This design comes from an exercise in tuning for small area, a short achievable clock period and few clock cycles on the open sky130 flow, not from production work.
Function was checked by simulation only, so behaviour that the tests miss may differ from the original.
Power figures rest on the tool's default switching activity, not on a simulated workload.

==> flow/design.v (excerpt) <==
module st7032_encoder (
    input  wire        clk,
    input  wire        rst,         
    input  wire        cmd_valid,
    output reg         cmd_ready,
    input  wire [15:0] cmd_word,
    input  wire [15:0] cmd_len,
    input  wire        pay_valid,
    output wire        pay_ready,
    input  wire [7:0]  pay_data,
    output reg         rsp_valid,
    output reg  [2:0]  rsp_result,
    output wire [7:0]  rsp_data,
    output wire [3:0]  rsp_step,
    output reg         ev_valid,
    input  wire        ev_ready,
    output wire [2:0]  ev_kind,
    output wire [7:0]  ev_data,
    input  wire        ev_ok,
    input  wire [7:0]  ev_rdata
);
Size in the first run: ~390 cells after synthesis, about 48 flip-flops, ~84 I/O pins.
==> flow/config.mk <==
export PLATFORM = sky130hd
export DESIGN_NAME = st7032_encoder
export DESIGN_NICKNAME = st7032_encoder
export VERILOG_FILES = /design/flow/design.v
export SDC_FILE = /design/flow/constraint.sdc
export NUM_CORES = 4
export LEC_CHECK = 0
export CAP_MARGIN = 20
export CORE_MARGIN = 2
export CORE_UTILIZATION = 40
export SETUP_SLACK_MARGIN = 1.9
export SLEW_MARGIN = 20
==> flow/constraint.sdc <==
create_clock -name core_clock -period 4.0 [get_ports {clk}]
set_input_delay 0.8000 -clock core_clock [delete_from_list [all_inputs] [get_ports {clk}]]
set_output_delay 0.8000 -clock core_clock [all_outputs]
set_load 0.01 [all_outputs]
standard.sh (not shown) runs the stock make flow with config.mk's settings and CLKGATE_MAP_FILE= SYNTH_SCRIPT=/design/flow/synth_recipe.tcl, a recipe that flattens the netlist after the stock synthesis.
==> flow/flow/run.sh <==
#!/bin/bash
set -euo pipefail
cd "$(dirname "$0")/.."
export BUFFER_PORTS_ARGS="-buffer_cell sky130_fd_sc_hd__buf_1"
DU="sky130_fd_sc_hd__probe_p_8 sky130_fd_sc_hd__probec_p_8 sky130_fd_sc_hd__lpflow_bleeder_1 sky130_fd_sc_hd__lpflow_clkbufkapwr_1 sky130_fd_sc_hd__lpflow_clkbufkapwr_16 sky130_fd_sc_hd__lpflow_clkbufkapwr_2 sky130_fd_sc_hd__lpflow_clkbufkapwr_4 sky130_fd_sc_hd__lpflow_clkbufkapwr_8 sky130_fd_sc_hd__lpflow_clkinvkapwr_1 sky130_fd_sc_hd__lpflow_clkinvkapwr_16 sky130_fd_sc_hd__lpflow_clkinvkapwr_2 sky130_fd_sc_hd__lpflow_clkinvkapwr_4 sky130_fd_sc_hd__lpflow_clkinvkapwr_8 sky130_fd_sc_hd__lpflow_decapkapwr_12 sky130_fd_sc_hd__lpflow_decapkapwr_3 sky130_fd_sc_hd__lpflow_decapkapwr_4 sky130_fd_sc_hd__lpflow_decapkapwr_6 sky130_fd_sc_hd__lpflow_decapkapwr_8 sky130_fd_sc_hd__lpflow_inputiso0n_1 sky130_fd_sc_hd__lpflow_inputiso0p_1 sky130_fd_sc_hd__lpflow_inputiso1n_1 sky130_fd_sc_hd__lpflow_inputiso1p_1 sky130_fd_sc_hd__lpflow_inputisolatch_1 sky130_fd_sc_hd__lpflow_isobufsrc_1 sky130_fd_sc_hd__lpflow_isobufsrc_16 sky130_fd_sc_hd__lpflow_isobufsrc_2 sky130_fd_sc_hd__lpflow_isobufsrc_4 sky130_fd_sc_hd__lpflow_isobufsrc_8 sky130_fd_sc_hd__lpflow_isobufsrckapwr_16 sky130_fd_sc_hd__lpflow_lsbuf_lh_hl_isowell_tap_1 sky130_fd_sc_hd__lpflow_lsbuf_lh_hl_isowell_tap_2 sky130_fd_sc_hd__lpflow_lsbuf_lh_hl_isowell_tap_4 sky130_fd_sc_hd__lpflow_lsbuf_lh_isowell_4 sky130_fd_sc_hd__lpflow_lsbuf_lh_isowell_tap_1 sky130_fd_sc_hd__lpflow_lsbuf_lh_isowell_tap_2 sky130_fd_sc_hd__lpflow_lsbuf_lh_isowell_tap_4"
for c in or4_1 or4_2 or4_4 or4b_1 or4b_2 or4b_4 or4bb_1 or4bb_2 or4bb_4 nor4_1 nor4_2 nor4_4 nor4b_1 nor4b_2 nor4b_4 nor4bb_1 nor4bb_2 nor4bb_4 or3_1 or3_2 or3_4 or3b_1 or3b_2 or3b_4; do
  DU="$DU sky130_fd_sc_hd__$c"
done
DS="$DU"
for c in and4_1 and4_2 and4_4 and4b_1 and4b_2 and4b_4 and4bb_1 and4bb_2 and4bb_4 nand4_1 nand4_2 nand4_4 nand4b_1 nand4b_2 nand4b_4 nand4bb_1 nand4bb_2 nand4bb_4 a2111o_1 a2111o_2 a2111o_4 a2111oi_0 a2111oi_1 a2111oi_2 a2111oi_4 o2111a_1 o2111a_2 o2111a_4 o2111ai_1 o2111ai_2 o2111ai_4 o41a_1 o41a_2 o41a_4 o41ai_1 o41ai_2 o41ai_4 a41o_1 a41o_2 a41o_4 a41oi_1 a41oi_2 a41oi_4; do
  DS="$DS sky130_fd_sc_hd__$c"
done
bash standard.sh "DONT_USE_CELLS=$DS" synth > make_synth.log 2>&1
bash standard.sh "DONT_USE_CELLS=$DU" finish > make_finish.log 2>&1
Testbench counts at the start, summed over its fixed seeds: cycles 6,320.
==> next run, changes <==
--- a/flow/flow/run.sh
+++ b/flow/flow/run.sh
@@ -7,8 +7,3 @@
   DU="$DU sky130_fd_sc_hd__$c"
 done
-DS="$DU"
-for c in and4_1 and4_2 and4_4 and4b_1 and4b_2 and4b_4 and4bb_1 and4bb_2 and4bb_4 nand4_1 nand4_2 nand4_4 nand4b_1 nand4b_2 nand4b_4 nand4bb_1 nand4bb_2 nand4bb_4 a2111o_1 a2111o_2 a2111o_4 a2111oi_0 a2111oi_1 a2111oi_2 a2111oi_4 o2111a_1 o2111a_2 o2111a_4 o2111ai_1 o2111ai_2 o2111ai_4 o41a_1 o41a_2 o41a_4 o41ai_1 o41ai_2 o41ai_4 a41o_1 a41o_2 a41o_4 a41oi_1 a41oi_2 a41oi_4; do
-  DS="$DS sky130_fd_sc_hd__$c"
-done
-bash standard.sh "DONT_USE_CELLS=$DS" synth > make_synth.log 2>&1
 bash standard.sh "DONT_USE_CELLS=$DU" finish > make_finish.log 2>&1
After rerunning: The changed run finished clean; final area stays flat; combinational power fell by about 2%; utilization rises by 1.9 points.
==> next run, changes <==
--- a/flow/config.mk
+++ b/flow/config.mk
@@ -9,4 +9,5 @@
 export CORE_MARGIN = 2
 export CORE_UTILIZATION = 40
+export PLACE_DENSITY = 0.45
 export SETUP_SLACK_MARGIN = 1.9
 export SLEW_MARGIN = 20
Wire length came out higher by roughly a tenth. Via count went up slightly. Design area increases slightly. Global-route usage climbs by 2.5 points. Synthesized cell count does not change. Synthesized area does not change.
==> next run, changes <==
--- a/flow/config.mk
+++ b/flow/config.mk
@@ -9,5 +9,4 @@
 export CORE_MARGIN = 2
 export CORE_UTILIZATION = 40
-export PLACE_DENSITY = 0.45
-export SETUP_SLACK_MARGIN = 1.9
+export SETUP_SLACK_MARGIN = 1.95
 export SLEW_MARGIN = 20
Wire length falls by 7.5%.
Setup slack gains 0.055 ns.
Cell count is about the same.
Die area does not change.
Combinational power went up by about 3%.
Cell area came out higher by 0.32%.
==> next run, changes <==
--- a/flow/config.mk
+++ b/flow/config.mk
@@ -9,4 +9,4 @@
 export CORE_MARGIN = 2
 export CORE_UTILIZATION = 40
-export SETUP_SLACK_MARGIN = 1.95
+export SETUP_SLACK_MARGIN = 1.8
 export SLEW_MARGIN = 20
Result:
- setup slack gets worse by 0.11 ns
- via count goes down by 1.6%
- global-route usage hardly moves
- power goes down by about 0.7%
- design area goes down by about 4.4%
- combinational power goes down by about 9%
- non-clock buffer count goes down by 11

[afterwards: timing with drivers on the ports]
Ports are ideal in the flow. The routed layouts listed here were re-timed in OpenROAD. Step 1: set_driving_cell puts a clkbuf_16 on clk and a buf_2 on each other input, an assumption about the parent block. Step 2 times the ports against the registers' clock, not the clock port: input delays grow and output delays shrink by t, the midpoint of the rising clock arrivals with the driver on. Slacks: ideal / step 1 / step 2; pairs: ideal / step 1.
| run | shift t [ns] | setup slack, ns | latest minus earliest clock arrival (ns) |
|---|---|---|---|
| the first run | 0.334 | 1.939 / 1.947 / 1.613 | 0.014 / 0.014 |
| the second run | 0.341 | 1.976 / 1.945 / 1.624 | 0.011 / 0.011 |
| the third run | 0.337 | 1.945 / 1.910 / 1.597 | 0.019 / 0.020 |
| the fourth run | 0.333 | 2.000 / 1.962 / 1.655 | 0.005 / 0.004 |
| the fifth run | 0.338 | 1.885 / 1.881 / 1.559 | 0.010 / 0.009 |
After both steps every run listed still meets setup and hold. The setup slack of the second run, which loses most, moves by -0.031 ns with the drivers and by -0.352 ns with both steps.
